Source: an optimization exercise on an open RTL-to-GDS flow (aim: a short achievable clock period and few clock cycles). Production flows keep margins and buffers that such runs may drop.
Function was checked by simulation only, so behaviour that the tests miss may differ from the original.
No activity file was given, so power comes from the tool's default toggle rates.

`flow/flow/run.sh`:
```
#!/bin/bash
# The standard layout (the standard.sh: standard synthesis, floorplan,
# placement, CTS, routing, finish) with the same SDC and settings, except:
#  * port buffers are sky130_fd_sc_hd__buf_4 (ORFS otherwise picks
#    clkdlybuf4s50_1, a slow delay buffer, for every port);
#  * the resizer's setup repair aims for a larger slack margin, so that the
#    layout is optimised beyond the constraint's 12 ns.
set -euo pipefail
export BUFFER_PORTS_ARGS="-buffer_cell sky130_fd_sc_hd__buf_4"
export SETUP_SLACK_MARGIN=8.8
bash standard.sh finish > standard_flow.log 2>&1
```
`flow/constraint.sdc`:
```
create_clock -name core_clock -period 12.0 [get_ports {clk}]
set_input_delay 2.4000 -clock core_clock [delete_from_list [all_inputs] [get_ports {clk}]]
set_output_delay 2.4000 -clock core_clock [all_outputs]
set_load 0.01 [all_outputs]
```
`flow/standard.sh`:
```
#!/bin/bash
# synth_recipe.tcl (not shown) runs the flow's synth.tcl, then flattens the netlist and writes it again
# the make line also repeats each setting of config.mk as NAME=value (left out here)
make -C /OpenROAD-flow-scripts/flow DESIGN_CONFIG=/design/flow/config.mk WORK_HOME=/design/flow/orfs CLKGATE_MAP_FILE= SYNTH_SCRIPT=/design/flow/synth_recipe.tcl "${@:-finish}"
```
`flow/design.v`:
```
module cu_codec (
    input  wire        clk,
    input  wire        rst_n,
    input  wire        req_valid,
    output wire        req_ready,
    input  wire [7:0]  req_op,
    input  wire [31:0] req_a,
    input  wire [31:0] req_v,
    input  wire [31:0] req_r,
    input  wire        close,
    output reg         rsp_valid,
    output reg  [2:0]  rsp_code,
    output reg  [2:0]  rsp_kind,
    output reg  [31:0] rsp_fuel,
    output reg  [3:0]  rsp_start,
    output reg  [3:0]  rsp_mode,
    output reg  [7:0]  rsp_pit,
    output reg  [3:0]  rsp_display,
    output reg  [4:0]  rsp_tm_addr,
    output reg  [31:0] rsp_tm_stamp,
    output reg  [3:0]  rsp_tm_sector,
    output reg  [31:0] rsp_version,
    output reg  [15:0] rsp_raw_len,
    output reg  [63:0] rsp_raw_head,
    output reg  [15:0] discards,
    output wire        tx_valid,
    input  wire        tx_ready,
    output wire [7:0]  tx_data,
    output wire        tx_last,
    input  wire [1:0]  tx_status,
    input  wire        rx_valid,
    output wire        rx_ready,
    input  wire [7:0]  rx_data,
    input  wire        rx_last,
    input  wire        rx_timeout,
    input  wire        rx_ioerr,
    output reg         diag_valid,
    output reg  [7:0]  diag_byte
);
    localparam [2:0] E_OK = 3'd0, E_VALID = 3'd1, E_FORMAT = 3'd2, E_CHKSUM = 3'd3,
                     E_TIMEOUT = 3'd4, E_IO = 3'd5, E_ILLEGAL = 3'd6;
    localparam [2:0] K_NONE = 3'd0, K_STATUS = 3'd1, K_TIMER = 3'd2, K_RAW = 3'd3,
                     K_VERSION = 3'd4;
    integer i;
    reg st_idle, st_send, st_await;
    reg closed;
    reg [7:0] txd;
    reg       txl;
    assign req_ready = st_idle;
    assign tx_valid  = st_send;
    assign tx_data   = txd;
    assign tx_last   = txl;
    assign rx_ready  = st_await;
    reg [7:0] key;
    reg [2:0] len;
    reg [3:0] n1, n2, n3, n4;
    reg [3:0] chk;               
    reg [3:0] vlo;               
    reg       is_ign, is_lap, is_poll, is_ver;
    reg       sent1, sent2;      
    reg [2:0] idx;               
    wire [7:0] o      = req_op;
    wire       grp0   = (o[7:4] == 4'h0);
    wire       op_w3  = grp0 && (o[3:0] == 4'h1 || o[3:0] == 4'h2 || o[3:0] == 4'h3);
    wire       op_pos = grp0 && (o[3:0] == 4'h4);
    wire       op_clr = grp0 && (o[3:0] == 4'h5);
    wire       op_lap = grp0 && (o[3:0] == 4'h6);
    wire       op_ign = grp0 && (o[3:0] == 4'h7);
    wire       op_rst = grp0 && (o[3:0] == 4'h8);
    wire       op_ver = grp0 && (o[3:0] == 4'h9);
    wire       op_pol = grp0 && (o[3:0] == 4'hA);
    wire       op_btn = (o[7:4] == 4'h1) && (o[3:0] <= 4'h5);
    wire       op_ww  = op_w3 | op_pos | op_clr | op_lap;
    wire       legal  = op_ww | op_ign | op_rst | op_ver | op_pol | op_btn;
    wire a_ok = (req_a[31:3] == 29'd0);
    wire n_ok = (req_v[31:4] == 28'd0);
    wire b_ok = (req_v[31:8] == 24'd0);
    wire r_ok = (req_r[31:4] == 28'd0);
    wire p_ok = n_ok && (req_v[3:0] != 4'd0) && (req_v[3:0] <= 4'd8);
    wire err1 = ((op_w3 | op_pos) & ~a_ok) | (op_w3 & ~n_ok) | (op_pos & ~p_ok) |
                (op_lap & ~b_ok);
    wire err2 = ((op_w3 | op_pos) & ~r_ok) | (op_ign & ~b_ok);
    wire v_go = (op_w3 & a_ok & n_ok & r_ok) | (op_pos & a_ok & p_ok & r_ok) |
                ((op_lap | op_ign) & b_ok) | op_clr | op_rst | op_ver | op_pol | op_btn;
    wire [2:0] v_code = ~legal ? E_ILLEGAL : err1 ? E_VALID : err2 ? E_FORMAT :
                        E_IO;    
    reg [7:0] f_key;
    reg [2:0] f_len;
    reg [4:0] f_word;
    reg [2:0] f_addr;
    reg [3:0] f_val, f_rep;
    reg [3:0] f_n1, f_n2, f_n3, f_n4;
    always @(*) begin
        f_word = (o[3:0] == 4'h1) ? 5'd0 : (o[3:0] == 4'h2) ? 5'd1 :
                 (o[3:0] == 4'h3) ? 5'd2 : (o[3:0] == 4'h6) ? 5'd17 : 5'd6;
        f_addr = op_lap ? 3'd7 : op_clr ? 3'd0 : req_a[2:0];
        f_val  = op_lap ? req_v[7:4] : op_clr ? 4'd0 : req_v[3:0];
        f_rep  = op_lap ? 4'd1 : op_clr ? 4'd9 : req_r[3:0];
        f_key  = 8'h3F;
        f_len  = 3'd1;
        f_n1   = 4'd0;
        f_n2   = 4'd0;
        f_n3   = 4'd0;
        f_n4   = 4'd0;
        if (op_ww) begin
            f_key = 8'h4A; f_len = 3'd6;
            f_n1 = f_word[3:0]; f_n2 = {f_addr, f_word[4]}; f_n3 = f_val; f_n4 = f_rep;
        end else if (op_ign) begin
            f_key = 8'h3A; f_len = 3'd4;
            f_n1 = req_v[3:0]; f_n2 = req_v[7:4];
        end else if (op_rst) begin
            f_key = 8'h3D; f_len = 3'd3;
            f_n1 = 4'd1;
        end else if (op_ver) begin
            f_key = 8'h30;
        end else if (op_btn) begin
            f_key = 8'h54; f_len = 3'd2;
            case (o[2:0])
                3'd0:    f_n1 = 4'd1;
                3'd1:    f_n1 = 4'd2;
                3'd2:    f_n1 = 4'd5;
                3'd3:    f_n1 = 4'd6;
                3'd4:    f_n1 = 4'd7;
                default: f_n1 = 4'd8;
            endcase
        end
    end
    wire accept  = st_idle & req_valid;
    wire acc_go  = accept & v_go & ~closed & ~close;
    wire acc_rsp = accept & ~(v_go & ~closed & ~close);
    wire       lap2 = is_lap & sent1;       
    wire [3:0] e_n1 = lap2 ? 4'd2 : n1;
    wire [3:0] e_n3 = lap2 ? vlo  : n3;
    reg  [3:0] cur_nib, nxt_nib;
    wire [2:0] nidx = idx + 3'd1;
    always @(*) begin
        case (idx)
            3'd1:    cur_nib = e_n1;
            3'd2:    cur_nib = n2;
            3'd3:    cur_nib = is_ign ? chk : e_n3;
            3'd4:    cur_nib = n4;
            default: cur_nib = chk;
        endcase
        case (nidx)
            3'd1:    nxt_nib = e_n1;
            3'd2:    nxt_nib = n2;
            3'd3:    nxt_nib = is_ign ? chk : e_n3;
            3'd4:    nxt_nib = n4;
            default: nxt_nib = chk;
        endcase
    end
    wire [7:0] cur_byte = (idx == 3'd0) ? key : {4'h3, cur_nib};
    wire [7:0] nxt_byte = txl ? key : {4'h3, nxt_nib};
    wire       nxt_last = txl ? (len == 3'd1) : (nidx == len - 3'd1);
    wire tx_take = st_send & tx_ready;
    wire tx_end  = tx_take & txl;
    wire tx_ok   = tx_end & (tx_status == 2'd0);
    wire tx_bad  = tx_end & (tx_status != 2'd0);
    reg         first;           
    reg  [15:0] rlen;            
    reg         drop;            
    reg  [3:0]  sacc;            
    reg         tkq;             
    reg  [7:0]  rxq;
    reg  [4:0]  posq;            
    reg         f1_3a;           
    reg         ok5, ok11, ok15, ok17;
    reg  [63:0] head_n;          
    reg  [15:0] disc_n;          
    wire        lap_first = is_lap & ~sent2;
    wire        big  = |rlen[15:5];
    wire [4:0]  pos  = first ? 5'd0 : (big ? 5'd31 : rlen[4:0]);
    wire        q0     = tkq & (posq == 5'd0);
    wire [3:0]  s_base = (posq == 5'd0) ? 4'd0 : sacc;
    wire [3:0]  s_next = tkq ? s_base + rxq[3:0] : sacc;    
    wire        q_chk  = (rxq == {4'h3, s_base});
    wire        q_key  = (rxq == key);
    wire        e_drop = q0 ? ~q_key : drop;
    wire        e_f1   = (tkq & (posq == 5'd1)) ? (rxq == 8'h3A) : f1_3a;
    wire        e_ok5  = (tkq & (posq == 5'd5))  ? q_chk : ok5;
    wire        e_ok11 = (tkq & (posq == 5'd11)) ? q_chk : ok11;
    wire        e_ok15 = (tkq & (posq == 5'd15)) ? q_chk : ok15;
    wire        e_ok17 = (tkq & (posq == 5'd17)) ? q_chk : ok17;
    reg  [63:0] e_head;          
    always @(*) begin
        e_head = ~head_n;
        if (tkq) begin
            if (posq == 5'd0)
                e_head = {56'd0, rxq};
            else
                for (i = 1; i < 8; i = i + 1)
                    if (posq == i) e_head[i*8 +: 8] = rxq;
        end
    end
    wire        inc_disc = q0 & ~q_key & ~&(~disc_n);
    reg         use_b;
    reg  [2:0]  a_code, a_kind, b_kind;
    always @(*) begin
        use_b  = 1'b0;
        a_code = E_OK;
        a_kind = K_NONE;
        b_kind = K_NONE;
        if (is_poll) begin
            if (pos < 5'd2) begin
                a_code = E_FORMAT;
            end else if (e_f1) begin
                b_kind = K_STATUS;
                if (pos < 5'd15) a_code = E_FORMAT;
                else if (pos == 5'd15) use_b = 1'b1;
                else if (pos == 5'd16) begin
                    a_code = e_ok15 ? E_OK : E_CHKSUM; a_kind = e_ok15 ? K_STATUS : K_NONE;
                end else if (pos == 5'd17) begin
                    use_b = ~e_ok15; a_kind = K_STATUS;
                end else begin
                    a_code = (e_ok15 | e_ok17) ? E_OK : E_CHKSUM;
                    a_kind = (e_ok15 | e_ok17) ? K_STATUS : K_NONE;
                end
            end else begin
                b_kind = K_TIMER;
                if (pos < 5'd11) a_code = E_FORMAT;
                else if (pos == 5'd11) use_b = 1'b1;
                else begin
                    a_code = e_ok11 ? E_OK : E_CHKSUM; a_kind = e_ok11 ? K_TIMER : K_NONE;
                end
            end
        end else if (is_ver) begin
            b_kind = K_VERSION;
            if (pos < 5'd5) a_code = E_FORMAT;
            else if (pos == 5'd5) use_b = 1'b1;
            else begin
                a_code = e_ok5 ? E_OK : E_CHKSUM; a_kind = e_ok5 ? K_VERSION : K_NONE;
            end
        end else begin
            a_kind = K_RAW;
        end
    end
    wire        rx_take = st_await & rx_valid;
    wire        rx_evt  = rx_timeout | rx_ioerr;
    wire        rx_dat  = rx_take & ~rx_evt;
    wire        eq_key  = (rx_data == key);
    wire        eq_chk  = (rx_data == {4'h3, s_next});
    wire        matched = first ? eq_key : ~e_drop;
    wire [2:0]  d_code  = use_b ? (eq_chk ? E_OK : E_CHKSUM) : a_code;
    wire [2:0]  d_kind  = use_b ? (eq_chk ? b_kind : K_NONE) : a_kind;
    wire rx_done = rx_dat & rx_last & matched;      
    wire rx_fin  = (rx_take & rx_evt) | (rx_done & ~lap_first);
    wire rx_next = rx_done & lap_first;             
    always @(posedge clk) begin
        if (!rst_n) begin
            st_idle    <= 1'b1;
            st_send    <= 1'b0;
            st_await   <= 1'b0;
            closed     <= 1'b0;
            rsp_valid  <= 1'b0;
            diag_valid <= 1'b0;
            tkq        <= 1'b0;
            disc_n     <= 16'hFFFF;
            discards   <= 16'd0;
        end else begin
            if (close)
                closed <= 1'b1;
            rsp_valid  <= acc_rsp | tx_bad | rx_fin;
            st_idle    <= (st_idle & ~acc_go) | tx_bad | rx_fin;
            st_send    <= acc_go | (st_send & ~tx_end) | rx_next;
            st_await   <= tx_ok | (st_await & ~rx_fin & ~rx_next);
            tkq        <= rx_dat;
            diag_valid <= q0 & ~q_key;
            if (accept) begin
                disc_n   <= 16'hFFFF;
                discards <= 16'd0;
            end else begin
                disc_n   <= ~(~disc_n + {15'd0, inc_disc});
                discards <= ~disc_n + {15'd0, inc_disc};
            end
        end
    end
    always @(posedge clk) begin
        if (st_idle) begin
            rsp_code <= v_code;
            rsp_kind <= K_NONE;
        end else if (st_send) begin
            rsp_code <= (tx_status == 2'd1) ? E_TIMEOUT : E_IO;
            rsp_kind <= K_NONE;
        end else begin
            rsp_code <= rx_evt ? (rx_timeout ? E_TIMEOUT : E_IO) : d_code;
            rsp_kind <= rx_evt ? K_NONE : d_kind;
        end
        if (st_idle) begin
            key     <= f_key;
            len     <= f_len;
            n1      <= f_n1;
            n2      <= f_n2;
            n3      <= f_n3;
            n4      <= f_n4;
            vlo     <= req_v[3:0];
            is_ign  <= op_ign;
            is_lap  <= op_lap;
            is_poll <= op_pol;
            is_ver  <= op_ver;
            sent1   <= 1'b0;
            sent2   <= 1'b0;
        end else if (tx_ok) begin
            sent1   <= 1'b1;
            sent2   <= sent1;
        end
        chk <= key[3:0] + e_n1 + n2 + e_n3 + n4;
        if (st_idle) begin
            txd <= f_key;
            txl <= (f_len == 3'd1);
            idx <= 3'd0;
        end else if (tx_take) begin
            txd <= nxt_byte;
            txl <= nxt_last;
            idx <= txl ? 3'd0 : nidx;
        end else begin
            txd <= cur_byte;
            txl <= (idx == len - 3'd1);
        end
        if (tx_ok)
            first <= 1'b1;
        else if (rx_take)
            first <= rx_last;
        if (rx_take)
            rlen <= first ? 16'd1 : (&rlen ? rlen : rlen + 16'd1);
        rsp_raw_len <= first ? 16'd1 : (&rlen ? rlen : rlen + 16'd1);
        for (i = 0; i < 8; i = i + 1)
            rsp_raw_head[i*8 +: 8] <= (pos == i) ? rx_data :
                                      (first ? 8'd0 : e_head[i*8 +: 8]);
        rxq       <= rx_data;
        posq      <= pos;
        diag_byte <= rxq;
        sacc      <= s_next;
        drop      <= e_drop;
        f1_3a     <= e_f1;
        ok5       <= e_ok5;
        ok11      <= e_ok11;
        ok15      <= e_ok15;
        ok17      <= e_ok17;
        head_n    <= ~e_head;
    end
    reg [31:0] fuel_n, stamp_n, ver_n;
    reg [3:0]  start_n, mode_n, disp_n, sect_n;
    reg [7:0]  pit_n;
    reg [4:0]  addr_n;
    reg [31:0] e_fuel, e_stamp, e_ver;
    reg [3:0]  e_start, e_mode, e_disp, e_sect;
    reg [7:0]  e_pit;
    reg [4:0]  e_addr;
    always @(*) begin
        e_fuel  = ~fuel_n;
        e_stamp = ~stamp_n;
        e_ver   = ~ver_n;
        e_start = ~start_n;
        e_mode  = ~mode_n;
        e_disp  = ~disp_n;
        e_sect  = ~sect_n;
        e_pit   = ~pit_n;
        e_addr  = ~addr_n;
        if (tkq) begin
            case (posq)
                5'd1: begin
                    e_addr        = {1'b0, rxq[3:0]} - 5'd1;
                    e_ver[7:0]    = rxq;
                end
                5'd2: begin
                    e_fuel[3:0]    = rxq[3:0];
                    e_stamp[27:24] = rxq[3:0];
                    e_ver[15:8]    = rxq;
                end
                5'd3: begin
                    e_fuel[7:4]    = rxq[3:0];
                    e_stamp[31:28] = rxq[3:0];
                    e_ver[23:16]   = rxq;
                end
                5'd4: begin
                    e_fuel[11:8]   = rxq[3:0];
                    e_stamp[19:16] = rxq[3:0];
                    e_ver[31:24]   = rxq;
                end
                5'd5: begin
                    e_fuel[15:12]  = rxq[3:0];
                    e_stamp[23:20] = rxq[3:0];
                end
                5'd6: begin
                    e_fuel[19:16]  = rxq[3:0];
                    e_stamp[11:8]  = rxq[3:0];
                end
                5'd7: begin
                    e_fuel[23:20]  = rxq[3:0];
                    e_stamp[15:12] = rxq[3:0];
                end
                5'd8: begin
                    e_fuel[27:24]  = rxq[3:0];
                    e_stamp[3:0]   = rxq[3:0];
                end
                5'd9: begin
                    e_fuel[31:28]  = rxq[3:0];
                    e_stamp[7:4]   = rxq[3:0];
                end
                5'd10: begin
                    e_start = rxq[3:0];
                    e_sect  = rxq[3:0];
                end
                5'd11: e_mode      = rxq[3:0];
                5'd12: e_pit[3:0]  = rxq[3:0];
                5'd13: e_pit[7:4]  = rxq[3:0];
                5'd14: e_disp      = rxq[3:0];
                default: ;
            endcase
        end
    end
    always @(posedge clk) begin
        fuel_n  <= ~e_fuel;
        stamp_n <= ~e_stamp;
        ver_n   <= ~e_ver;
        start_n <= ~e_start;
        mode_n  <= ~e_mode;
        disp_n  <= ~e_disp;
        sect_n  <= ~e_sect;
        pit_n   <= ~e_pit;
        addr_n  <= ~e_addr;
        rsp_fuel      <= e_fuel;
        rsp_tm_stamp  <= e_stamp;
        rsp_version   <= e_ver;
        rsp_start     <= e_start;
        rsp_mode      <= e_mode;
        rsp_display   <= e_disp;
        rsp_tm_sector <= e_sect;
        rsp_pit       <= e_pit;
        rsp_tm_addr   <= e_addr;
    end
endmodule
```
`flow/config.mk`:
```
export PLATFORM = sky130hd
export DESIGN_NAME = cu_codec
export DESIGN_NICKNAME = cu_codec
export VERILOG_FILES = /design/flow/design.v
export SDC_FILE = /design/flow/constraint.sdc
export NUM_CORES = 4
export LEC_CHECK = 0
export ABC_CLOCK_PERIOD_IN_PS = 1000
export CAP_MARGIN = 20
export CORE_MARGIN = 2
export CORE_UTILIZATION = 40
export PLACE_DENSITY = 0.6
export SLEW_MARGIN = 20
```
==> results of run 1 <==
[kinds of logic (layout without fill, tap and decap cells)]
group | count (synthesis) | after routing
muxes | 12 | 12
buffers and inverters | 264 | 735
AOI/OAI and AO/OA | 412 | 412
adders and majority gates | 29 | 29
DFF | 538 | 538
xor gates and xnor gates | 58 | 58
other | 1 | 1
and+or+nand+nor | 594 | 595
[final cells by class]
type	count	area [µm²]	share of cell area [%]
Sequential cell	538	11600	43.5
Multi-Input combinational cell	1107	7190	26.9
Tap cell	607	759	2.84
Clock buffer	84	1590	5.97
Timing Repair Buffer	464	4700	17.6
Inverter	172	656	2.45
Clock inverter	15	209	0.782
[through the flow]
step           setup WS, ps  area [µm²]  total power, mW
6_report               8350       26700             3.72
5_1_grt                8240       26700             3.85
4_1_cts                8450       26000             3.75
3_5_place_dp           7340       22200             2.04
3_3_place_gp           7450       22200             2.04
2_1_floorplan          7990       19000             1.95
[Yosys cell counts (7+ instances only)]
master | n | area share, %
dfxtp_1 | 488 | 52
nand2_1 | 246 | 4.9
inv_1 | 171 | 3.4
a21oi_1 | 137 | 3.7
nor2_1 | 126 | 2.5
o21ai_0 | 97 | 2.6
clkbuf_1 | 78 | 1.6
o31ai_1 | 55 | 2.2
edfxtp_1 | 50 | 8.0
nor4_1 | 45 | 1.5
nor3_1 | 43 | 1.2
xor2_1 | 32 | 1.5
nand3_1 | 29 | 0.78
xnor2_1 | 26 | 1.2
o211ai_1 | 21 | 0.84
ha_1 | 20 | 1.3
o21a_1 | 18 | 0.72
and2_1 | 16 | 0.54
a21o_1 | 12 | 0.48
and3_1 | 12 | 0.40
nand4_1 | 12 | 0.40
or3_1 | 12 | 0.40
nand2b_1 | 10 | 0.33
nor2b_1 | 10 | 0.33
a22o_1 | 9 | 0.42
a31oi_1 | 9 | 0.30
fa_1 | 9 | 0.96
a211oi_1 | 8 | 0.32
mux2i_1 | 8 | 0.43
buf_1 | 7 | 0.14
or2_2 | 7 | 0.23
[report_power, final]
group / switching, mW / total [mW] / internal (mW)
sequential: 0.0208 / 1.85 / 1.83
clock: 0.692 / 1.69 / 0.999
combinational: 0.0907 / 0.181 / 0.0903
total: 0.803 / 3.72 / 2.92
[sequential cells by signal, indices dropped and copies added (netlist names), 7 cells and up]
signal / cells
head_n: 64
ver_n: 32
rsp_pit: 8
rsp_fuel: 32
rxq: 8
txd: 7
rsp_tm_stamp: 32
rsp_raw_head: 64
key: 7
stamp_n: 32
fuel_n: 32
rlen: 16
discards: 16
rsp_version: 32
pit_n: 8
disc_n: 16
diag_byte: 8
rsp_raw_len: 16
[worst max path at each step]
stage,from,endpoint,slack (ps)
2_1_floorplan,req_op[5],st_idle,7990
3_3_place_gp,req_v[13],st_send,7450
3_5_place_dp,req_v[13],st_send,7340
4_1_cts,req_v[7],st_idle,8450
5_1_grt,req_a[30],st_send,8240
6_report,req_a[30],st_send,8350
[per-layer routing]
layer / wire, µm / vias to the layer above / part of all wire (%) / track usage, %
met4: 1530 / 0 / 2.7 / 7.54
li1: - / 7358 / - / -
met3: 3420 / 90 / 6.0 / 4.16
met5: 0 / - / 0 / 0
met2: 28100 / 538 / 49 / 40.2
met1: 24100 / 7183 / 42 / 28.9
[what timing repair did]
action,4_1_cts,5_1_grt
gates resized for setup,562,110
pin swaps,41,51
buffers inserted,39,37
endpoints found under the setup margin,326,304
endpoints found under the hold margin,0,0
gates cloned,3,0
==> results.cfg, run 1 <==
[floorplan]
start_util_pct = 40.3
core_um2 = 46400
fp-row-count = 79
dieArea_um2 = 48500
die_height_um = 220
ios = 372
die_w_um = 220

[synth]
ys_seq_elements = 538
synth_top_family_by_area = simple AND/OR/NAND/NOR gates
synth_cell_types = 74
ys_seq_area_share_pct = 60.3
syn_avg_cell_area_um2 = 9.80
synth_compound_area_share_pct = 13.8
async_flop_share_pct = 0
synth_area_um2 = 18700
synthFlopType = dfxtp_1
syn_inst = 1908
synth.area.mux_share_pct = 0.669
syn-num-nets = 2060
synth-simple-area-share_pct = 14.8
ys_warn_count = 1
synth-adder-area-share_pct = 2.30
yosys.area_share.xor_xnor_pct = 2.72
synth-edff-count = 50

[detailed_routing]
wl_um = 57100
drc = 0
vias_per_cell = 5.08
num_vias = 15169
avgRoutedWirePerCell_um = 19.1
drtIter0Drc = 929
ant_nets = 0
drtPass1Iterations = 5

[timing]
rsz0062_at_grt = yes
period_share_pct = 30.4
max_freq_ghz = 0.274
maxSlewViolCount = 0
fin_crit_ps = 3650
tns_ps = 0
holdWs_ps = 415
tightest_slew_ps = 1040
finalSetupViolations = 0
relSlewSlack_pct = 30.4
fin_worst_skew_ps = 16.2
hold_violations = 0

[setup_path]
criticalPathCategory = input pin to flop
reg2reg_slack_ps = 8700
r2r_start = n2[1]
cpPeakStageDelay_ps = 330
cp_common_cell = nor4_4
path_cells = buf_6 -> nor4_4 -> nand4_1 -> nor4_4 -> nand4b_1 -> a311oi_2 -> nand3_1 -> a31oi_1
cp.required_ps = 12520
cp.depth = 8
reg2reg_depth = 12
worstSetupEndpointType = flop
critPathMaxFanout = 3
critical_path_arrival_ps = 4160
worstSetupStartpointType = input pin
regToRegEndpoint = chk[3]
cp_top_family = simple AND/OR/NAND/NOR gates
critPathBufInv = 1
crit_slowest_cell = nor4_4

[clock_network]
htreeDepth = 2
clk_pin_slew_worst_paths_ps = 60
cts_buffers = 53
clockBufferDepth = 3
clock_sinks = 538
clk_latency_ps = 600
root_buffer = clkbuf_16
cts_hold_buf = 0
tritoncts = yes

[global_route]
antenna_found_initial = 0
overflow = 0
grt_use_total_pct = 23.1
grt_max_degree = 83
grt_pass1_vias = 15019
grt_pass1_wl_um = 85500

[layout]
final_core_util_pct = 57.6
final_common_cell = buf_6
final_nets = 2488
nFillCells = 3906
n_antenna_cell = 0
layout-drive-gt1-share_pct = 38.6
areaGrowthSynthToFinish_pct = 42.9
stdcell_count = 2987
final_cell_mix = buf_6 (269), dfxtp_2 (243), nand2_1 (240)

[power_and_ir_drop]
max-vdd-ir-drop_mv = 0.0972
p_per_area_nw_per_um2 = 139
p_leak_nw = 11.7

[place]
dp_hpwl_um = 39200
dp_cells = 2809
gp_congestion = 0.888
io_buffers = 370

[outcome]
status = complete, no violations

[worst_hold_path]
holdPathEnd = rsp_version[21]
hold_class = flop to flop
hold_path_startpoint = ver_n[21]
hold_depth = 1

[flow_run]
maxCapViolCount = 0
Testbench counts, summed over its fixed seeds: cycles 116,133.
==> inputs of run 2 (changes only) <==
==> flow/flow/run.sh (replaced) <==
#!/bin/bash
# The standard layout (the standard.sh: standard synthesis, floorplan,
# placement, CTS, routing, finish) with the same SDC and settings, but with
# the resizer's setup repair aiming for a larger slack margin, so that the
# layout is optimised beyond the constraint's 12 ns.
set -euo pipefail
export SETUP_SLACK_MARGIN=8.8
bash standard.sh finish > standard_flow.log 2>&1
==> results.cfg, run 2 <==
[flow_run]
maxCapViolCount = 0

[setup_path]
critPathMaxFanout = 16
reg2reg_depth = 11
startpoint = rst_n
critical_path_arrival_ps = 4060
worstSetupEndpointType = flop
worstSetupStartpointType = input pin
regToRegEndpoint = disc_n[14]
r2r_start = posq[1]
cp.required_ps = 12410
criticalPathCategory = input pin to flop
reg2reg_slack_ps = 8630
crit_path_end = disc_n[6]

[synth]
async_flop_share_pct = 0
ys_warn_count = 1
ys_seq_area_share_pct = 60.3
synth_largest_area_cell = dfxtp_1
synth_cell_types = 74
syn-num-nets = 2060
synth_area_um2 = 18700
syn_avg_cell_area_um2 = 9.80
synthFlopType = dfxtp_1
ys_seq_elements = 538
ys_top_cells_by_area = dfxtp_1 (52%), edfxtp_1 (8.0%), nand2_1 (4.9%)
synth.top_cells.by_count = dfxtp_1 (488), nand2_1 (246), inv_1 (171)
synth-edff-count = 50
yosysMostFrequentCell = dfxtp_1
syn_inst = 1908
synth_top_area_share_pct = 52.2

[timing]
rsz0062_at_grt = yes
holdWs_ps = 414
fin_crit_ps = 3650
period_share_pct = 30.4
max_freq_ghz = 0.274
relSlewSlack_pct = 32.5
finalSetupViolations = 0
tightest_slew_ps = 1010
fin_worst_skew_ps = 16.3
tns_ps = 0
maxSlewViolCount = 0
hold_violations = 0

[global_route]
antenna_found_initial = 0
grt_pass1_wl_um = 84100
grt_use_total_pct = 22.8
grt_pass1_vias = 14556
grt_max_degree = 74
overflow = 0

[detailed_routing]
num_vias = 15045
drc = 0
avgRoutedWirePerCell_um = 19.0
wl_um = 56300
drtIter0Drc = 814
ant_nets = 0
drtPass1Iterations = 7
vias_per_cell = 5.09

[clock_network]
clk_latency_ps = 600
cts_buffers = 51
tritoncts = yes
cts_hold_buf = 0
clockBufferDepth = 3
clk_pin_slew_worst_paths_ps = 60
root_buffer = clkbuf_16
clock_sinks = 538
htreeDepth = 2

[outcome]
status = complete, no violations

[layout]
fin_area_um2 = 25900
final_nets = 2460
areaGrowthSynthToFinish_pct = 38.3
final_core_util_pct = 55.8
layout-drive-gt1-share_pct = 31.8
final_common_cell = dfxtp_1
final_cell_mix = dfxtp_1 (301), nand2_1 (241), buf_6 (200)
n_antenna_cell = 0
reg.largest.list = head_n x64, rsp_raw_head x64

[floorplan]
die_height_um = 220
ios = 372
dieArea_um2 = 48500
die_w_um = 220
fp-row-count = 79
core_um2 = 46400
start_util_pct = 40.3

[place]
dp_hpwl_um = 40000
io_buffers = 370
gp_congestion = 0.888
placed_cell_area_um2 = 23100

[power_and_ir_drop]
max-vdd-ir-drop_mv = 0.115
p_switching_mw = 0.785
switching_share_pct = 21.3
p_leak_nw = 11.3
p_total_mw = 3.68
clkPwrFrac_pct = 45.0
p_per_area_nw_per_um2 = 142
p_seq_share_pct = 50.4
power_frac_comb_pct = 4.7
p_int_mw = 2.90

[worst_hold_path]
hold_class = flop to flop
[run 2: cell counts after synthesis]
No cell type changed its count.
[run 2: how the worst min path moves through the flow]
stage	from	end	depth (start not counted)
floorplan	rxq[5]	diag_byte[5]	0
global placement	stamp_n[2]	rsp_tm_stamp[2]	1
detailed placement	fuel_n[26]	rsp_fuel[26]	1
CTS	ver_n[5]	rsp_version[5]	1
global route	ver_n[3]	rsp_version[3]	1
finish	fuel_n[3]	rsp_fuel[3]	1
[run 2: logic make-up (layout without fill, tap and decap cells)]
kind of cell               count (synthesis)  count (layout)  synth area share, %
AOI/OAI and AO/OA                        412             412                 13.8
xor gates and xnor gates                  58              58                 2.72
adders and majority gates                 29              29                 2.30
buffers and inverters                    264             705                 5.44
DFF                                      538             538                 60.3
muxes                                     12              12                0.669
other                                      1               1               0.0200
and+or+nand+nor                          594             594                 14.8
[run 2: area by class of cell]
type	instances	area [µm²]
fill	4169	20500
sequential	538	11500
multi-input combinational	1106	7050
timing repair buffer	439	4110
clock buffer	74	1510
tap	607	759
inverter	172	658
clock inverter	20	238
[run 2: power by group through the flow]
stage | Clock, mW | Combinational [mW] | Sequential (mW)
6_report | 1.66 | 0.173 | 1.85
5_1_grt | 1.77 | 0.184 | 1.86
4_1_cts | 1.70 | 0.166 | 1.85
3_5_place_dp | 0 | 0.160 | 1.89
3_3_place_gp | 0 | 0.158 | 1.89
2_1_floorplan | 0 | 0.0663 | 1.89
[run 2: critical path, stage by stage]
cell             delay, ps
clkdlybuf4s50_1        580
inv_1                  180
a21oi_2                690
nand2_1                190
[run 2: metal layers]
metal | vias up | global-route usage, % | share of wire (%)
li1 | 7290 | - | -
met1 | 7148 | 28.9 | 42
met2 | 510 | 38.3 | 48
met3 | 97 | 4.95 | 6.7
met4 | 0 | 7.70 | 3.1
met5 | - | 0 | 0
[run 2: metrics by stage]
| step | setup WS, ps | std cells |
|---|---|---|
| after floorplan | 7990 | 1908 |
| after global placement | 6880 | 2811 |
| after detailed placement | 6850 | 2811 |
| after CTS | 8360 | 2939 |
| after global routing | 8260 | 2956 |
| final | 8350 | 2956 |
[run 2: repair_timing]
| action | CTS | global route |
|---|---|---|
| setup buffers | 33 | 17 |
| endpoints found under the setup margin | 363 | 319 |
| cloned | 1 | 0 |
| pin swaps | 66 | 30 |
| gates resized for setup | 1681 | 123 |
==> inputs of run 3 (changes only) <==
--- a/flow/design.v
+++ b/flow/design.v
@@ -42,7 +42,7 @@
     localparam [2:0] K_NONE = 3'd0, K_STATUS = 3'd1, K_TIMER = 3'd2, K_RAW = 3'd3,
                      K_VERSION = 3'd4;
     integer i;
-    reg st_idle, st_send, st_await;
+    reg st_idle, st_check, st_send, st_await;
     reg closed;
     reg [7:0] txd;
     reg       txl;
@@ -77,13 +77,14 @@
     wire b_ok = (req_v[31:8] == 24'd0);
     wire r_ok = (req_r[31:4] == 28'd0);
     wire p_ok = n_ok && (req_v[3:0] != 4'd0) && (req_v[3:0] <= 4'd8);
-    wire err1 = ((op_w3 | op_pos) & ~a_ok) | (op_w3 & ~n_ok) | (op_pos & ~p_ok) |
-                (op_lap & ~b_ok);
-    wire err2 = ((op_w3 | op_pos) & ~r_ok) | (op_ign & ~b_ok);
-    wire v_go = (op_w3 & a_ok & n_ok & r_ok) | (op_pos & a_ok & p_ok & r_ok) |
-                ((op_lap | op_ign) & b_ok) | op_clr | op_rst | op_ver | op_pol | op_btn;
-    wire [2:0] v_code = ~legal ? E_ILLEGAL : err1 ? E_VALID : err2 ? E_FORMAT :
-                        E_IO;    
+    wire op_chk  = op_w3 | op_pos | op_lap | op_ign;
+    wire op_free = op_clr | op_rst | op_ver | op_pol | op_btn;
+    reg  c_a_ok, c_n_ok, c_b_ok, c_r_ok, c_p_ok;
+    reg  c_w3, c_pos, c_lap, c_ign;
+    wire c_err1 = ((c_w3 | c_pos) & ~c_a_ok) | (c_w3 & ~c_n_ok) | (c_pos & ~c_p_ok) |
+                  (c_lap & ~c_b_ok);
+    wire c_err2 = ((c_w3 | c_pos) & ~c_r_ok) | (c_ign & ~c_b_ok);
+    wire c_go   = ~c_err1 & ~c_err2 & ~closed & ~close;
     reg [7:0] f_key;
     reg [2:0] f_len;
     reg [4:0] f_word;
@@ -126,8 +127,11 @@
         end
     end
     wire accept  = st_idle & req_valid;
-    wire acc_go  = accept & v_go & ~closed & ~close;
-    wire acc_rsp = accept & ~(v_go & ~closed & ~close);
+    wire acc_go  = accept & op_free & ~closed & ~close;
+    wire acc_chk = accept & op_chk;
+    wire acc_rsp = accept & ~op_chk & ~(op_free & ~closed & ~close);
+    wire chk_go  = st_check & c_go;
+    wire chk_rsp = st_check & ~c_go;
     wire       lap2 = is_lap & sent1;       
     wire [3:0] e_n1 = lap2 ? 4'd2 : n1;
     wire [3:0] e_n3 = lap2 ? vlo  : n3;
@@ -248,6 +252,7 @@
     always @(posedge clk) begin
         if (!rst_n) begin
             st_idle    <= 1'b1;
+            st_check   <= 1'b0;
             st_send    <= 1'b0;
             st_await   <= 1'b0;
             closed     <= 1'b0;
@@ -259,9 +264,10 @@
         end else begin
             if (close)
                 closed <= 1'b1;
-            rsp_valid  <= acc_rsp | tx_bad | rx_fin;
-            st_idle    <= (st_idle & ~acc_go) | tx_bad | rx_fin;
-            st_send    <= acc_go | (st_send & ~tx_end) | rx_next;
+            rsp_valid  <= acc_rsp | chk_rsp | tx_bad | rx_fin;
+            st_idle    <= (st_idle & ~acc_go & ~acc_chk) | chk_rsp | tx_bad | rx_fin;
+            st_check   <= acc_chk;
+            st_send    <= acc_go | chk_go | (st_send & ~tx_end) | rx_next;
             st_await   <= tx_ok | (st_await & ~rx_fin & ~rx_next);
             tkq        <= rx_dat;
             diag_valid <= q0 & ~q_key;
@@ -276,7 +282,10 @@
     end
     always @(posedge clk) begin
         if (st_idle) begin
-            rsp_code <= v_code;
+            rsp_code <= legal ? E_IO : E_ILLEGAL;
+            rsp_kind <= K_NONE;
+        end else if (st_check) begin
+            rsp_code <= c_err1 ? E_VALID : c_err2 ? E_FORMAT : E_IO;
             rsp_kind <= K_NONE;
         end else if (st_send) begin
             rsp_code <= (tx_status == 2'd1) ? E_TIMEOUT : E_IO;
@@ -299,6 +308,15 @@
             is_ver  <= op_ver;
             sent1   <= 1'b0;
             sent2   <= 1'b0;
+            c_a_ok  <= a_ok;
+            c_n_ok  <= n_ok;
+            c_b_ok  <= b_ok;
+            c_r_ok  <= r_ok;
+            c_p_ok  <= p_ok;
+            c_w3    <= op_w3;
+            c_pos   <= op_pos;
+            c_lap   <= op_lap;
+            c_ign   <= op_ign;
         end else if (tx_ok) begin
             sent1   <= 1'b1;
             sent2   <= sent1;
==> flow/flow/run.sh (replaced) <==
#!/bin/bash
# The standard layout (the standard.sh: standard synthesis, floorplan,
# placement, CTS, routing, finish) with the same SDC and settings, except:
#  * port buffers are sky130_fd_sc_hd__buf_4 (ORFS otherwise picks
#    clkdlybuf4s50_1, a slow delay buffer, for every port);
#  * the resizer's setup repair aims for a larger slack margin, so that the
#    layout is optimised beyond the constraint's 12 ns.
set -euo pipefail
export BUFFER_PORTS_ARGS="-buffer_cell sky130_fd_sc_hd__buf_4"
export SETUP_SLACK_MARGIN=8.8
bash standard.sh finish > standard_flow.log 2>&1
--- a/flow/config.mk
+++ b/flow/config.mk
@@ -8,6 +8,6 @@
 export ABC_CLOCK_PERIOD_IN_PS = 1000
 export CAP_MARGIN = 20
 export CORE_MARGIN = 2
-export CORE_UTILIZATION = 40
-export PLACE_DENSITY = 0.6
+export CORE_UTILIZATION = 75
+export PLACE_DENSITY = 0.85
 export SLEW_MARGIN = 20
==> results.cfg, run 3 <==
[synth]
syn_inst = 1911
synth_cell_types = 75
synth_top_area_share_pct = 51.7
syn-num-nets = 2062
synth_area_um2 = 18900
ys_top_cells_by_area = dfxtp_1 (52%), edfxtp_1 (9.0%), nand2_1 (5.0%)
ys_seq_area_share_pct = 60.7
ys_warn_count = 1
synth-edff-count = 57
async_flop_share_pct = 0
synth.top_cells.by_count = dfxtp_1 (489), nand2_1 (253), inv_1 (176)
synthFlopType = dfxtp_1
syn_avg_cell_area_um2 = 9.91
yosysMostFrequentCell = dfxtp_1
synth_largest_area_cell = dfxtp_1
ys_seq_elements = 546

[clock_network]
post_cts_resized = 578
cts_buffers = 49
htreeDepth = 2
root_buffer = clkbuf_16
clock_sinks = 546
clockBufferDepth = 3
cts_setup_buffers = 45
cts_hold_buf = 0

[outcome]
lastStage = 4_1_cts
firstError = [ERROR DPL-0038] Utilization greater than 100%, impossible to legalize
status = did not finish

[place]
gp_congestion = 0.937
io_buffers = 370
dp_hpwl_um = 40100

[floorplan]
ios = 372
die_height_um = 163
die_w_um = 163
start_util_pct = 75.9
fp-row-count = 58
## run 3: changes by cell type after synthesis, moves of 6 or more
cell	previous run	this run
a21boi_0	3	9
nor3_1	43	32
nand3_1	29	20
nand2_1	246	253
o21a_1	18	8
mux2_2	4	10
nor2_1	126	133
nor4_1	45	33
a221oi_1	2	9
o31ai_1	55	69
edfxtp_1	50	57
## run 3: cell families after synthesis
logic type      after synthesis  synth area share [%]
mux                          20                  1.19
buf+inv                     265                  5.35
xor+xnor                     60                  2.77
flops                       546                  60.7
compound gates              412                  13.6
fa+ha+maj                    28                  2.21
simple gates                579                  14.1
other cells                   1                0.0198
## run 3: power groups by stage
stage          logic, mW  clock network (mW)  registers [mW]
3_5_place_dp       0.185                   0            1.95
3_3_place_gp       0.179                   0            1.95
2_1_floorplan     0.0867                   0            1.94
## run 3: worst max-delay path by stage
stage / start / end
detailed placement: req_op[3] / st_idle
floorplan: req_op[2] / rsp_code[1]
global placement: req_op[3] / st_idle
## run 3: metrics by stage
step | hold WS [ps] | setup slack, ps | cells | util [%] | area, µm²
after global placement | 410 | 7780 | 2530 | 88.2 | 22000
after floorplan | 326 | 8130 | 1911 | - | 19200
after detailed placement | 413 | 7740 | 2530 | 88.2 | 22000
Testbench counts of run 3, summed over its fixed seeds: cycles 117,208.
==> inputs of run 4 (changes only) <==
--- a/flow/config.mk
+++ b/flow/config.mk
@@ -8,6 +8,6 @@
 export ABC_CLOCK_PERIOD_IN_PS = 1000
 export CAP_MARGIN = 20
 export CORE_MARGIN = 2
-export CORE_UTILIZATION = 75
-export PLACE_DENSITY = 0.85
+export CORE_UTILIZATION = 65
+export PLACE_DENSITY = 0.75
 export SLEW_MARGIN = 20
==> results.cfg, run 4 <==
[synth]
synth_cell_types = 75
synth_largest_area_cell = dfxtp_1
synth-edff-count = 57
syn_inst = 1911
synth_top_area_share_pct = 51.7
synthFlopType = dfxtp_1
synth.top_cells.by_count = dfxtp_1 (489), nand2_1 (253), inv_1 (176)
yosysMostFrequentCell = dfxtp_1
syn_avg_cell_area_um2 = 9.91
ys_seq_area_share_pct = 60.7
async_flop_share_pct = 0
ys_top_cells_by_area = dfxtp_1 (52%), edfxtp_1 (9.0%), nand2_1 (5.0%)
ys_warn_count = 1
ys_seq_elements = 546
synth_area_um2 = 18900
syn-num-nets = 2062

[setup_path]
critPathMaxFanout = 3
critical_path_arrival_ps = 3970
cpPeakStageDelay_ps = 530
path_cells = buf_12 -> xor2_1 -> or4_4 -> nor3_4 -> o211ai_1 -> o21a_1 -> a21boi_1
cp.required_ps = 12470
worstSetupEndpointType = flop
worstSetupStartpointType = input pin
crit_slowest_cell = or4_4
criticalPathCategory = input pin to flop

[worst_hold_path]
hold_class = flop to flop

[timing]
period_share_pct = 29.1
fin_worst_skew_ps = 22.7
rsz0062_at_grt = yes
hold_violations = 0
tns_ps = 0
tightest_slew_ps = 1100
relSlewSlack_pct = 26.4
max_freq_ghz = 0.286
fin_crit_ps = 3500
maxSlewViolCount = 0
finalSetupViolations = 0

[detailed_routing]
wl_um = 70200
avgRoutedWirePerCell_um = 25.8
drtPass1Iterations = 9
drtIter0Drc = 2505
num_vias = 17568
ant_nets = 0
vias_per_cell = 6.45
drc = 0

[global_route]
overflow = 0
grt_use_met3_pct = 9.64
grt_pass1_vias = 17033
grt_max_degree = 80
grt_use_total_pct = 40.3
met2_usage_pct = 69.5
use_met1_pct = 46.5
antenna_found_initial = 1
busiest_layer = met2
grt_pass1_wl_um = 96000

[power_and_ir_drop]
p_per_area_nw_per_um2 = 147
max-vdd-ir-drop_mv = 0.118
p_leak_nw = 11.6

[clock_network]
clk_latency_ps = 570
clockBufferDepth = 3
cts_buffers = 49
tritoncts = yes
clk_pin_slew_worst_paths_ps = 70
htreeDepth = 2
clock_sinks = 546
root_buffer = clkbuf_16

[layout]
nFillCells = 1051
final_nets = 2452
layout-drive-gt1-share_pct = 37.4
final_core_util_pct = 90.6
final_common_cell = buf_6
final_cell_mix = buf_6 (263), nand2_1 (244), dfxtp_2 (241)
reg.largest.list = head_n x64, rsp_raw_head x64
stdcell_count = 2725
areaGrowthSynthToFinish_pct = 37.4

[outcome]
status = complete, no violations

[place]
dp_hpwl_um = 35200
io_buffers = 370
dp_cells = 2585
gp_congestion = 0.896

[floorplan]
dieArea_um2 = 30500
die_height_um = 175
core_um2 = 28700
die_w_um = 175
start_util_pct = 66.0
ios = 372
fp-row-count = 62

[flow_run]
maxCapViolCount = 0
[run 4: cell counts after synthesis]
No cell type changed its count.
[run 4: final timing paths]
check | startpoint | end | slack [ps] | depth (start not counted)
min reg2reg | ver_n[22] | rsp_version[22] | 410 | 1
max | rx_data[4] | rsp_valid | 8500 | 7
min | ver_n[22] | rsp_version[22] | 410 | 1
max reg2reg | posq[1] | rsp_code[1] | 8560 | 11
[run 4: where the power goes]
group	internal, mW	switching, mW
registers	1.88	0.0375
logic	0.119	0.123
clock network	0.957	0.711
[run 4: repair_timing]
action / CTS / global route
buffers inserted: 40 / 9
resized for setup: 533 / 88
hold buffers: 0 / 0
endpoints found under the setup margin: 308 / 311
pin swaps: 40 / 29
[run 4: layout make-up]
type	instances	area [µm²]	share of cell area, %
repair buffers	428	4300	16.5
multi-input cells	1100	7040	27.0
well taps	384	480	1.85
inverters	176	664	2.55
flip-flops and latches	546	11800	45.5
clock buffers	78	1520	5.85
diodes	1	2.50	0.00962
clock inverters	12	175	0.673
[run 4: critical path: cells and delay by family]
kind / cells / cell delay (ps)
AO/OA/AOI/OAI: 3 / 590
buffers and inverters: 1 / 110
XOR/XNOR: 1 / 140
AND/OR/NAND/NOR: 2 / 740
[run 4: kinds of logic (layout without fill, tap and decap cells)]
kind of cell | count (synthesis) | count (layout) | share of synthesized area (%)
mux | 20 | 20 | 1.19
compound gates | 412 | 412 | 13.6
simple gates | 579 | 579 | 14.1
buf+inv | 265 | 694 | 5.35
fa+ha+maj | 28 | 28 | 2.21
xor+xnor | 60 | 60 | 2.77
other cells | 1 | 2 | 0.0198
flops | 546 | 546 | 60.7
[run 4: metrics by stage]
stage                     instance area, µm²  setup slack (ps)  hold slack, ps  total power, mW
after floorplan                        19200              8130             326             2.03
final                                  26000              8500             414             3.83
after CTS                              25600              8550             404             3.76
after global routing                   26000              8480             435             3.89
after detailed placement               22100              7760             415             2.13
after global placement                 22100              7780             410             2.13
[run 4: metal layers]
layer / share of wire [%] / vias to the layer above / wire (µm)
li1: - / 7238 / -
met1: 33 / 8133 / 23000
met2: 47 / 1685 / 33200
met3: 12 / 510 / 8440
met4: 7.9 / 2 / 5530
met5: 0.014 / - / 10
==> inputs of run 5 (changes only) <==
--- a/flow/config.mk
+++ b/flow/config.mk
@@ -8,6 +8,6 @@
 export ABC_CLOCK_PERIOD_IN_PS = 1000
 export CAP_MARGIN = 20
 export CORE_MARGIN = 2
-export CORE_UTILIZATION = 65
-export PLACE_DENSITY = 0.75
+export CORE_UTILIZATION = 50
+export PLACE_DENSITY = 0.6
 export SLEW_MARGIN = 20
==> results.cfg, run 5 <==
[place]
dp_hpwl_um = 37200
place_ws_ps = 7750
io_buffers = 370
gp_congestion = 0.875
placed_cell_area_um2 = 22300

[timing]
period_share_pct = 28.9
setup_ws_ps = 8530
maxSlewViolCount = 0
finalSetupViolations = 0
rsz0062_at_grt = yes
fin_crit_ps = 3470
hold_violations = 0
fin_worst_skew_ps = 14.4
max_freq_ghz = 0.288
tightest_slew_ps = 943
relSlewSlack_pct = 37.1
holdWs_ps = 413
tns_ps = 0

[floorplan]
die_w_um = 199
ios = 372
dieArea_um2 = 39400
fp-row-count = 71
die_height_um = 199
start_util_pct = 50.5
core_um2 = 37500

[layout]
reg.largest.list = head_n x64, rsp_raw_head x64
final_nets = 2452
n_antenna_cell = 0
areaGrowthSynthToFinish_pct = 37.9
multiInputGateArea_um2 = 6970
nFillCells = 2843
final_cell_mix = buf_6 (263), nand2_1 (245), dfxtp_1 (241), dfxtp_2 (241), inv_1 (170)
final_common_cell = buf_6
seq_area_um2 = 11800
fin_area_um2 = 26100
layout-drive-gt1-share_pct = 36.9

[setup_path]
worstSetupStartpointType = flop
cpPeakStageDelay_ps = 360
reg2reg_depth = 12
cp.required_ps = 9600
critPathBufInv = 1
crit_slowest_cell = dfxtp_4
reg2reg_slack_ps = 8710
critical_path_arrival_ps = 1070
criticalPathCategory = flop to output pin
cp_top_family = flip-flops
regToRegEndpoint = chk[3]
r2r_start = n2[1]
worstSetupEndpointType = output pin
critPathMaxFanout = 4
path_cells = buf_6

[worst_hold_path]
hold_path_startpoint = fuel_n[26]
holdPathEnd = rsp_fuel[26]
hold_class = flop to flop
hold_depth = 1

[clock_network]
root_buffer = clkbuf_16
tritoncts = yes
clockBufferDepth = 3
clk_latency_ps = 590
htreeDepth = 2
cts_hold_buf = 0
cts_buffers = 52
clk_pin_slew_worst_paths_ps = 60
clock_sinks = 546

[power_and_ir_drop]
clkPwrFrac_pct = 43.6
switching_share_pct = 21.7
p_seq_share_pct = 50.5
power_frac_comb_pct = 5.9
p_switching_mw = 0.823
p_per_area_nw_per_um2 = 145
max-vdd-ir-drop_mv = 0.104
p_int_mw = 2.97
p_leak_nw = 11.5

[synth]
synth_cell_types = 75
synth_top_area_share_pct = 51.7
syn-num-nets = 2062
ys_top_cells_by_area = dfxtp_1 (52%), edfxtp_1 (9.0%), nand2_1 (5.0%)
async_flop_share_pct = 0
synth.top_cells.by_count = dfxtp_1 (489), nand2_1 (253), inv_1 (176)
syn_avg_cell_area_um2 = 9.91
yosysMostFrequentCell = dfxtp_1
synth_area_um2 = 18900
ys_warn_count = 1
synthFlopType = dfxtp_1
synth-edff-count = 57
synth_largest_area_cell = dfxtp_1
ys_seq_area_share_pct = 60.7
ys_seq_elements = 546
syn_inst = 1911

[global_route]
grt_max_degree = 75
antenna_found_initial = 0
grt_pass1_wl_um = 80400
grt_pass1_vias = 14460
overflow = 0
grt_use_total_pct = 26.5

[flow_run]
maxCapViolCount = 0

[outcome]
status = complete, no violations

[detailed_routing]
vias_per_cell = 5.22
avgRoutedWirePerCell_um = 18.7
drtPass1Iterations = 8
ant_nets = 0
num_vias = 14891
drtIter0Drc = 1025
wl_um = 53300
drc = 0
run 5: cell counts after synthesis:
No cell type changed its count.
run 5: final cells by class:
| class | count | area share, % |
|---|---|---|
| sequential | 546 | 45.3 |
| multi-input combinational | 1100 | 26.7 |
| clock inverter | 22 | 0.958 |
| clock buffer | 72 | 5.70 |
| inverter | 176 | 2.56 |
| tap | 511 | 2.45 |
| timing repair buffer | 425 | 16.4 |
run 5: repair_timing:
action,CTS,global route
resized for setup,526,78
pin swaps,39,31
hold endpoints to repair,0,0
setup buffers,31,13
setup endpoints to repair,314,308
run 5: cell families (layout without fill, tap and decap cells):
family                     Yosys count  in the layout  share of synthesized area [%]
and+or+nand+nor                    579            579                           14.1
DFF                                546            546                           60.7
AOI/OAI and AO/OA                  412            412                           13.6
buffers and inverters              265            695                           5.35
xor gates and xnor gates            60             60                           2.77
adders and majority gates           28             28                           2.21
muxes                               20             20                           1.19
other                                1              1                         0.0198
run 5: through the flow:
stage               total power, mW  cells  utilization [%]
floorplan                      2.03   1911                -
global placement               2.14   2714             59.4
detailed placement             2.14   2714             59.4
CTS                            3.82   2839             68.8
global route                   3.91   2852             69.7
finish                         3.79   2852             69.7
run 5: power by group through the flow:
stage               sequential (mW)  clock [mW]  combinational (mW)
global placement               1.95           0               0.192
CTS                            1.91        1.68               0.220
finish                         1.91        1.65               0.225
global route                   1.92        1.76               0.242
floorplan                      1.94           0              0.0867
detailed placement             1.95           0               0.193
run 5: worst max path at each step:
| stage | slack, ps | depth (start not counted) | startpoint | to |
|---|---|---|---|---|
| after detailed placement | 7750 | 8 | req_op[3] | st_idle |
| after global routing | 8490 | 1 | st_await | rx_ready |
| after global placement | 7800 | 8 | req_op[3] | st_idle |
| after CTS | 8500 | 1 | st_idle | req_ready |
| final | 8530 | 1 | st_await | rx_ready |
| after floorplan | 8130 | 8 | req_op[2] | rsp_code[1] |
run 5: metal layers:
layer / track usage (%) / share of wire [%] / routed length (µm) / up-vias
met5: 0 / 0 / 0 / -
met4: 7.93 / 2.4 / 1300 / 0
met3: 6.75 / 7.3 / 3900 / 83
met2: 44.9 / 48 / 25600 / 517
met1: 33.4 / 42 / 22400 / 7054
li1: - / - / - / 7237
==> inputs of run 6 (changes only) <==
--- a/flow/design.v
+++ b/flow/design.v
@@ -241,14 +241,18 @@
     wire        rx_take = st_await & rx_valid;
     wire        rx_evt  = rx_timeout | rx_ioerr;
     wire        rx_dat  = rx_take & ~rx_evt;
-    wire        eq_key  = (rx_data == key);
     wire        eq_chk  = (rx_data == {4'h3, s_next});
-    wire        matched = first ? eq_key : ~e_drop;
     wire [2:0]  d_code  = use_b ? (eq_chk ? E_OK : E_CHKSUM) : a_code;
     wire [2:0]  d_kind  = use_b ? (eq_chk ? b_kind : K_NONE) : a_kind;
-    wire rx_done = rx_dat & rx_last & matched;      
-    wire rx_fin  = (rx_take & rx_evt) | (rx_done & ~lap_first);
-    wire rx_next = rx_done & lap_first;             
+    wire rx_done = rx_dat & rx_last & ~first & ~e_drop;   
+    wire rx_one  = rx_dat & rx_last & first;              
+    reg  lastq;
+    wire d1      = tkq & (posq == 5'd0) & lastq;          
+    wire d1_fin  = d1 & q_key & ~lap_first;
+    wire d1_next = d1 & q_key & lap_first;
+    wire d1_more = d1 & ~q_key;
+    wire rx_fin  = (rx_take & rx_evt) | (rx_done & ~lap_first) | d1_fin;
+    wire rx_next = (rx_done & lap_first) | d1_next;       
     always @(posedge clk) begin
         if (!rst_n) begin
             st_idle    <= 1'b1;
@@ -268,7 +272,7 @@
             st_idle    <= (st_idle & ~acc_go & ~acc_chk) | chk_rsp | tx_bad | rx_fin;
             st_check   <= acc_chk;
             st_send    <= acc_go | chk_go | (st_send & ~tx_end) | rx_next;
-            st_await   <= tx_ok | (st_await & ~rx_fin & ~rx_next);
+            st_await   <= tx_ok | d1_more | (st_await & ~(rx_take & rx_evt) & ~rx_done & ~rx_one);
             tkq        <= rx_dat;
             diag_valid <= q0 & ~q_key;
             if (accept) begin
@@ -290,6 +294,9 @@
         end else if (st_send) begin
             rsp_code <= (tx_status == 2'd1) ? E_TIMEOUT : E_IO;
             rsp_kind <= K_NONE;
+        end else if (d1) begin
+            rsp_code <= (is_poll | is_ver) ? E_FORMAT : E_OK;
+            rsp_kind <= (is_poll | is_ver) ? K_NONE : K_RAW;
         end else begin
             rsp_code <= rx_evt ? (rx_timeout ? E_TIMEOUT : E_IO) : d_code;
             rsp_kind <= rx_evt ? K_NONE : d_kind;
@@ -342,9 +349,10 @@
             rlen <= first ? 16'd1 : (&rlen ? rlen : rlen + 16'd1);
         rsp_raw_len <= first ? 16'd1 : (&rlen ? rlen : rlen + 16'd1);
         for (i = 0; i < 8; i = i + 1)
-            rsp_raw_head[i*8 +: 8] <= (pos == i) ? rx_data :
-                                      (first ? 8'd0 : e_head[i*8 +: 8]);
+            rsp_raw_head[i*8 +: 8] <= (pos == i && !d1) ? rx_data :
+                                      ((first && !d1) ? 8'd0 : e_head[i*8 +: 8]);
         rxq       <= rx_data;
+        lastq     <= rx_last;
         posq      <= pos;
         diag_byte <= rxq;
         sacc      <= s_next;
==> results.cfg, run 6 <==
[detailed_routing]
num_vias = 14982
wl_um = 54200
drc = 0
drtPass1Iterations = 6
vias_per_cell = 5.24
avgRoutedWirePerCell_um = 19.0
drtIter0Drc = 780
ant_nets = 0

[clock_network]
clockBufferDepth = 3
htreeDepth = 2
tritoncts = yes
cts_buffers = 53
cts_hold_buf = 0
clock_sinks = 547
clk_pin_slew_worst_paths_ps = 60
clk_latency_ps = 600
root_buffer = clkbuf_16

[setup_path]
cpPeakStageDelay_ps = 390
path_cells = buf_6
r2r_start = posq[1]
cp.required_ps = 9600
cp_top_family = flip-flops
crit_slowest_cell = dfxtp_4
worstSetupStartpointType = flop
worstSetupEndpointType = output pin
regToRegEndpoint = rsp_code[1]
critPathMaxFanout = 2
reg2reg_slack_ps = 8680
critical_path_arrival_ps = 1100
criticalPathCategory = flop to output pin
critPathBufInv = 1
reg2reg_depth = 12

[power_and_ir_drop]
p_total_mw = 3.79
p_leak_nw = 11.5
max-vdd-ir-drop_mv = 0.130
p_per_area_nw_per_um2 = 145

[timing]
hold_violations = 0
relSlewSlack_pct = 27.6
rsz0062_at_grt = yes
fin_worst_skew_ps = 15.3
fin_crit_ps = 3500
finalSetupViolations = 0
setup_ws_ps = 8500
tns_ps = 0
holdWs_ps = 410
maxSlewViolCount = 0
tightest_slew_ps = 1080
period_share_pct = 29.2
max_freq_ghz = 0.285

[global_route]
grt_max_degree = 76
grt_pass1_wl_um = 81200
overflow = 0
grt_pass1_vias = 14573
grt_use_total_pct = 26.9
antenna_found_initial = 4

[floorplan]
fp-row-count = 71
core_um2 = 37600
start_util_pct = 50.7
die_height_um = 199
ios = 372
die_w_um = 199
dieArea_um2 = 39700

[layout]
areaGrowthSynthToFinish_pct = 37.3
final_common_cell = buf_6
fin_area_um2 = 26200
stdcell_count = 2858
final_core_util_pct = 69.7
layout-drive-gt1-share_pct = 36.4
final_nets = 2455
nFillCells = 2885
final_cell_mix = buf_6 (257), dfxtp_1 (240), dfxtp_2 (240)
reg.largest.list = head_n x64, rsp_raw_head x64

[synth]
synth.top_cells.by_count = dfxtp_1 (490), nand2_1 (228), a21oi_1 (207)
ys_top_cells_by_area = dfxtp_1 (51%), edfxtp_1 (9.0%), a21oi_1 (5.4%)
synth_largest_area_cell = dfxtp_1
ys_warn_count = 1
syn-num-nets = 2091
synth_cell_types = 77
syn_avg_cell_area_um2 = 9.83
synth_area_um2 = 19100
yosysMostFrequentCell = dfxtp_1
synth-edff-count = 57
ys_seq_area_share_pct = 60.4
async_flop_share_pct = 0
synthFlopType = dfxtp_1
ys_seq_elements = 547
synth_top_area_share_pct = 51.4
syn_inst = 1939

[worst_hold_path]
holdPathEnd = rsp_tm_addr[0]
hold_path_startpoint = addr_n[0]
hold_class = flop to flop
hold_depth = 1

[place]
placed_cell_area_um2 = 22200
gp_congestion = 0.876
io_buffers = 370
place_ws_ps = 7780
dp_cells = 2716
dp_hpwl_um = 36500

[outcome]
status = complete, no violations

[flow_run]
maxCapViolCount = 0
[run 6: cell types whose count changed after synthesis, sizes merged, moves of 6 or more]
cell     before  now
nor2        133  145
a2111oi       1    7
and3          8   15
o21ai       103   33
clkbuf       80   92
and2         16   23
xor2         29   20
buf           9   17
a21o         15    3
o21a          8   20
nand2       253  228
a21oi       134  207
[run 6: worst max-delay path by stage]
stage          startpoint        end  slack (ps)  cells past startpoint
2_1_floorplan   req_op[5]    st_idle        8140                      8
3_3_place_gp    req_op[5]    st_idle        7790                      7
3_5_place_dp    req_op[5]    st_idle        7780                      7
4_1_cts          st_await   rx_ready        8470                      1
5_1_grt          st_await   rx_ready        8470                      1
6_report          st_idle  req_ready        8500                      1
[run 6: logic make-up after synthesis]
logic type                 after synthesis  synth area share (%)
xor gates and xnor gates                51                  2.34
muxes                                   15                 0.827
AOI/OAI and AO/OA                      421                  13.8
other                                    1                0.0197
DFF                                    547                  60.4
buffers and inverters                  288                  5.77
and+or+nand+nor                        586                  14.5
adders and majority gates               30                  2.31
[run 6: per-layer routing]
layer / global-route usage, % / vias up / routed length [µm]
met5: 0 / - / 20
li1: - / 7316 / -
met2: 46.7 / 519 / 27000
met3: 6.89 / 87 / 3920
met1: 32.6 / 7056 / 21700
met4: 8.82 / 4 / 1590
[run 6: final cells by class]
| type | count | area (µm²) | area share (%) |
|---|---|---|---|
| inverters | 179 | 676 | 2.58 |
| clock buffers | 75 | 1540 | 5.89 |
| repair buffers | 418 | 4210 | 16.1 |
| clock inverters | 22 | 262 | 0.999 |
| multi-input cells | 1104 | 6990 | 26.7 |
| diodes | 2 | 5.00 | 0.0191 |
| well taps | 511 | 639 | 2.44 |
| flip-flops and latches | 547 | 11900 | 45.3 |
[run 6: power breakdown]
part	switching, mW	internal [mW]
registers	0.0278	1.87
clock network	0.712	0.988
logic	0.0925	0.0953
[run 6: timing repair]
| item | CTS | global route |
|---|---|---|
| cloned | 0 | 2 |
| setup endpoints to repair | 308 | 302 |
| gates resized for setup | 499 | 107 |
| pin swaps | 33 | 25 |
| buffers inserted | 26 | 14 |
Testbench counts of run 6, summed over its fixed seeds: cycles 117,456.

-- port drivers added, routing unchanged --
The flow's constraints put no driver on any port. The routed layouts listed below were extracted and timed again, unchanged, in two steps. Step 1 (the two cells are an assumption about what drives the block):
set clk [get_ports {clk}]
set_driving_cell -lib_cell sky130_fd_sc_hd__clkbuf_16 $clk
set_driving_cell -lib_cell sky130_fd_sc_hd__buf_2 [delete_from_list [all_inputs] $clk]
Step 2 times the ports against the registers' clock, not the clock port: input delays grow and output delays shrink by t, the midpoint of the rising clock arrivals with the driver on. a / b / c = no drivers / after step 1 / after step 2; a / b = the first two.
run	t, ns	setup WS [ns]	hold WS [ns]	clock arrival spread, ns
run 1	0.647	8.351 / 8.371 / 7.724	0.415 / 0.415 / 0.415	0.018 / 0.018
run 2	0.641	8.351 / 8.372 / 7.731	0.414 / 0.414 / 0.414	0.022 / 0.022
run 4	0.617	8.503 / 8.470 / 7.874	0.414 / 0.414 / 0.414	0.027 / 0.028
run 5	0.641	8.531 / 8.477 / 7.952	0.413 / 0.413 / 0.413	0.015 / 0.015
run 6	0.649	8.495 / 8.441 / 8.095	0.410 / 0.410 / 0.410	0.016 / 0.016
After both steps setup and hold are still met in every run listed. The setup slack of run 4, which loses most, moves by -0.033 ns with the drivers and by -0.629 ns with both steps.
